Background: an optimization exercise with open tools, aiming at small area, a short achievable clock period and few clock cycles. Do not read the settings as production practice. In this exercise RTL edits were held to simulation tests only and were not proved equivalent to the original.

==> v24: inputs <==
Design kcpu_core, start of the top module:
module kcpu_core (
    input  wire        clk,
    input  wire        rst,           
    output reg         mem_req,
    output reg         mem_we,
    output reg  [31:0] mem_addr,
    output reg  [31:0] mem_wdata,
    output reg  [3:0]  mem_wstrb,
    input  wire        mem_gnt,
    input  wire        mem_rvalid,
    input  wire [31:0] mem_rdata,
    output reg         retire,
    output reg  [31:0] retire_pc,
    output reg         fault,
    output reg  [2:0]  fault_code,
    input  wire [3:0]  dbg_idx,
    output wire [31:0] dbg_rdata
);
    localparam [2:0] F_MEM = 3'd1, F_OPC = 3'd2, F_DIV0 = 3'd3, F_IDX = 3'd4;
    localparam [4:0] OP_LOAD = 5'd1, OP_STORE = 5'd2, OP_ADD = 5'd3,
                     OP_SUB = 5'd4, OP_MUL = 5'd5, OP_DIV = 5'd6, OP_OR = 5'd7,
                     OP_AND = 5'd8, OP_XOR = 5'd9, OP_NOT = 5'd10, OP_SHR = 5'd11,
                     OP_SHL = 5'd12, OP_STK = 5'd13, OP_JUMP = 5'd14;
    localparam [2:0] S_RUN  = 3'd0,    
                     S_LD   = 3'd1,    
                     S_ST2  = 3'd2,    
                     S_MUL  = 3'd3,    
                     S_DV1  = 3'd4,    
                     S_DVI  = 3'd5,    
                     S_DVF  = 3'd6,    
                     S_HALT = 3'd7;    
    reg [2:0] st;
    reg [287:0] xr;
    wire [31:0] pc     = xr[287:256];
    wire [31:0] c_val  = xr[95:64];
    wire [31:0] sp_val = xr[223:192];
    reg [31:0] dbg_r;
    integer di;
    always @(*) begin
        dbg_r = 32'd0;
        for (di = 0; di < 9; di = di + 1)
            dbg_r = dbg_r | ({32{dbg_idx == di[3:0]}} & xr[di*32 +: 32]);
    end
    assign dbg_rdata = dbg_r;
    localparam FQN = 4;            
    reg [31:0] fq [0:FQN-1];
    reg [2:0]  fcnt;               
    reg [11:0] fa;                 
    reg [1:0]  tg0, tg1;
    reg [1:0]  qn;                 
    wire [1:0]  off  = pc[1:0];
    wire [10:0] pcw  = pc[12:2];
    reg         irv;
  ...
Settings: LEC_CHECK=0, CAP_MARGIN=10, CORE_MARGIN=2, CORE_UTILIZATION=30, CTS_BUF_LIST=sky130_fd_sc_hd__clkbuf_8, CTS_CLUSTER_DIAMETER=50, CTS_CLUSTER_SIZE=20, PLACE_DENSITY=0.5, SLEW_MARGIN=10, TNS_END_PERCENT=20; clock period 14.0 ns.
standard.sh (not shown) runs the stock make flow with config.mk's settings and CLKGATE_MAP_FILE= SYNTH_SCRIPT=/design/flow/synth_recipe.tcl, a recipe that flattens the netlist after the stock synthesis.
==> flow/flow/run.sh <==
#!/bin/bash
# The standard layout (the standard.sh: ORFS synthesis to final layout),
# with a larger setup margin for ORFS's timing repair so that it also works on
# paths that already meet the clock period, and without gate cloning in that
# repair. All tool output goes to standard.log and ORFS's own logs.
set -euo pipefail
bash standard.sh SETUP_SLACK_MARGIN=6.7 SKIP_GATE_CLONING=1 finish > standard.log 2>&1
==> v6 (differences from v24) <==
--- a/flow/design.v
+++ b/flow/design.v
@@ -195,20 +195,17 @@
             topdig = 3'd0;
             for (k = 1; k < 8; k = k + 1)
                 if (v[k*4 +: 4] != 4'd0) topdig = k[2:0];
         end
     endfunction
     wire [2:0]  ta = topdig(rd_val);
     wire [2:0]  tb = topdig(rs_val);
     wire        mswap = (ta < tb);
-    reg  [3:0]  nib;                           
-    wire [2:0]  mnext = mcnt - 3'd1;
-    wire [31:0] mplier = mswap ? rd_val : rs_val;
-    wire [2:0]  mtopd  = mswap ? ta : tb;
+    wire [3:0]  nib  = dq[{mcnt, 2'b00} +: 4];
     wire [31:0] pp0  = {dr[27:0], 4'd0};
     wire [31:0] pp1  = nib[0] ? dd : 32'd0;
     wire [31:0] pp2  = nib[1] ? {dd[30:0], 1'b0} : 32'd0;
     wire [31:0] pp3  = nib[2] ? {dd[29:0], 2'b0} : 32'd0;
     wire [31:0] pp4  = nib[3] ? {dd[28:0], 3'b0} : 32'd0;
     wire [31:0] s1 = pp0 ^ pp1 ^ pp2;
     wire [31:0] c1 = {((pp0 & pp1) | (pp0 & pp2) | (pp1 & pp2)), 1'b0};
     wire [31:0] s2 = pp3 ^ pp4 ^ s1;
@@ -285,17 +282,17 @@
     wire ld_last = rsp_d && (!d2 || lr);
     reg  done;
     always @(*) begin
         case (st)
             S_RUN:  done = exok && (p_simple || (p_wr && !d2 && mem_gnt));
             S_LD:   done = ld_last;
             S_ST2:  done = mem_gnt;
             S_MUL:  done = (mcnt == 3'd0);
-            S_DV1:  done = dsh[6];             
+            S_DV1:  done = !dbit;              
             S_DVF:  done = 1'b1;
             default: done = 1'b0;
         endcase
     end
     reg [31:0] gen_data;
     always @(*) begin
         if (p_ld && !mode)        gen_data = imm;
         else if (p_ld || is_pop)  gen_data = ld_data;
@@ -422,18 +419,17 @@
                         end else if (p_rd) begin
                             if (push) begin li <= 2'd1; lr <= 1'b0; st <= S_LD; end
                         end else if (p_wr) begin
                             if (mem_gnt && d2) st <= S_ST2;
                         end else if (p_mul) begin
                             dr   <= 32'd0;
                             dd   <= mswap ? rs_val : rd_val;
                             dq   <= mswap ? rd_val : rs_val;
-                            mcnt <= mtopd;
-                            nib  <= mplier[{mtopd, 2'b00} +: 4];
+                            mcnt <= mswap ? ta : tb;
                             st   <= S_MUL;
                         end else if (p_div) begin
                             dr <= add_s[31:0]; dd <= ng2;
                             rneg <= mode && rd_val[31];
                             qneg <= mode && (rd_val[31] ^ rs_val[31]);
                             st <= S_DV1;
                         end
                     end
@@ -443,29 +439,22 @@
                     if (rsp_d) begin
                         lr <= 1'b1;
                         dd <= mem_rdata;
                         if (ld_last) st <= S_RUN;
                     end
                 end
                 S_ST2: if (mem_gnt) st <= S_RUN;
                 S_MUL: begin
-                    dr <= mprod; mcnt <= mnext;
-                    nib <= dq[{mnext, 2'b00} +: 4];
+                    dr <= mprod; mcnt <= mcnt - 3'd1;
                     if (mcnt == 3'd0) st <= S_RUN;
                 end
                 S_DV1: begin
-                    if (dsh == 7'd0) begin
-                        if (dbit) dr <= add_s[31:0];
-                        dq <= {31'd0, dbit};
-                        st <= S_DVF;
-                    end else begin
-                        dd <= sh_out; dq <= 32'd0; dcnt <= dsh[4:0];
-                        st <= dsh[6] ? S_RUN : S_DVI;
-                    end
+                    dd <= sh_out; dq <= 32'd0; dcnt <= dsh[4:0];
+                    st <= dbit ? S_DVI : S_RUN;
                 end
                 S_DVI: begin
                     if (dbit) dr <= add_s[31:0];
                     dq <= {dq[30:0], dbit};
                     dd <= {1'b0, dd[31:1]};
                     dcnt <= dcnt - 5'd1;
                     if (dcnt == 5'd0) st <= S_DVF;
                 end
==> flow/flow/run.sh (replaced) <==
#!/bin/bash
# The standard layout (the standard.sh: ORFS synthesis to final layout),
# with a larger setup margin for ORFS's timing repair so that it also works on
# paths that already meet the clock period.
set -euo pipefail
bash standard.sh SETUP_SLACK_MARGIN=7.5 finish > standard.log 2>&1
==> flow/config.mk (replaced) <==
export PLATFORM = sky130hd
export DESIGN_NAME = kcpu_core
export DESIGN_NICKNAME = kcpu_core
export VERILOG_FILES = /design/flow/design.v
export SDC_FILE = /design/flow/constraint.sdc
export NUM_CORES = 4
export LEC_CHECK = 0
export CAP_MARGIN = 20
export CORE_MARGIN = 2
export CORE_UTILIZATION = 60
export PLACE_DENSITY = 0.75
export SLEW_MARGIN = 20
==> v19 (differences from v24) <==
--- a/flow/design.v
+++ b/flow/design.v
@@ -37,17 +37,17 @@
     reg [31:0] dbg_r;
     integer di;
     always @(*) begin
         dbg_r = 32'd0;
         for (di = 0; di < 9; di = di + 1)
             dbg_r = dbg_r | ({32{dbg_idx == di[3:0]}} & xr[di*32 +: 32]);
     end
     assign dbg_rdata = dbg_r;
-    localparam FQN = 4;            
+    localparam FQN = 3;            
     reg [31:0] fq [0:FQN-1];
     reg [2:0]  fcnt;               
     reg [11:0] fa;                 
     reg [1:0]  tg0, tg1;
     reg [1:0]  qn;                 
     wire [1:0]  off  = pc[1:0];
     wire [10:0] pcw  = pc[12:2];
     reg         irv;
==> flow/flow/run.sh (replaced) <==
#!/bin/bash
# The standard layout (the standard.sh: ORFS synthesis to final layout),
# with a larger setup margin for ORFS's timing repair so that it also works on
# paths that already meet the clock period, and without gate cloning in that
# repair. All tool output goes to standard.log and ORFS's own logs.
set -euo pipefail
bash standard.sh SETUP_SLACK_MARGIN=7 SKIP_GATE_CLONING=1 finish > standard.log 2>&1
==> flow/config.mk (replaced) <==
export PLATFORM = sky130hd
export DESIGN_NAME = kcpu_core
export DESIGN_NICKNAME = kcpu_core
export VERILOG_FILES = /design/flow/design.v
export SDC_FILE = /design/flow/constraint.sdc
export NUM_CORES = 4
export LEC_CHECK = 0
export CAP_MARGIN = 40
export CORE_MARGIN = 2
export CORE_UTILIZATION = 34
export CTS_BUF_LIST = sky130_fd_sc_hd__clkbuf_8
export CTS_CLUSTER_DIAMETER = 40
export CTS_CLUSTER_SIZE = 16
export PLACE_DENSITY = 0.55
export SLEW_MARGIN = 40
export TNS_END_PERCENT = 20
==> qor summary <==
Run status: v19 finished clean; v6 aborted with a tool error; v24 failed layout checks
Failing step: v19 -; v6 global routing; v24 -
Reasons for failing layout checks: v19 -; v6 -; v24 capacitance limit, slew limit
Skew final: v19 66.6 ps; v6 -; v24 103 ps
Sequential fraction of the synthesis area: v19 0.283; v6 0.291; v24 0.292
Register clock-pin slew on the reported worst setup and hold paths: v19 70 ps; v6 -; v24 90 ps
R2R cell count: v19 15; v6 -; v24 22
HPWL Detailed: v19 323000 um; v6 254000 um; v24 300000 um
Footprint of the multi-input gates: v19 38500 sq um; v6 -; v24 38400 sq um
Clock sinks: v19 636; v6 664; v24 668
Simple logic cell fraction of the synthesized area: v19 0.203; v6 0.201; v24 0.193
Critical path startpoint: v19 p_ssel[1]; v6 -; v24 p_ssel[2]
Post-route met1 wirelength: v19 158000 um; v6 -; v24 152000 um
Count of mapped cells out of synthesis: v19 7210; v6 7246; v24 7279
Source-to-sink clock delay at the later pin of the worst-skew pair: v19 1020 ps; v6 -; v24 990 ps
Testbench counts of v24, summed over its fixed seeds: cycles 34,035.
Testbench counts of v6, summed over its fixed seeds: cycles 34,165.
Testbench counts of v19, summed over its fixed seeds: cycles 34,893.

-- separate check: timing with driven ports --
How much do the figures lean on ideal ports? The routed layouts below were timed once more, with nothing changed but the port constraints. Step 1, drivers: a clkbuf_16 drives clk and a buf_2 each remaining input, both assumed. Step 2 adds t to the input delays and takes it off the output delays; t is the mean of the earliest and latest rising clock arrival at the registers after step 1. Input paths then give back, and output paths get back, about the clock's delay inside the block. a / b / c = no drivers / after step 1 / after step 2; a / b = the first two.
run	shift t [ns]	slack for setup (ns)	worst setup path after step 2	clock arrival spread, ns
v24	1.031	6.228 / 6.188 / 6.228	register to register	0.104 / 0.104
v19	1.068	6.598 / 6.598 / 6.598	register to register	0.066 / 0.066
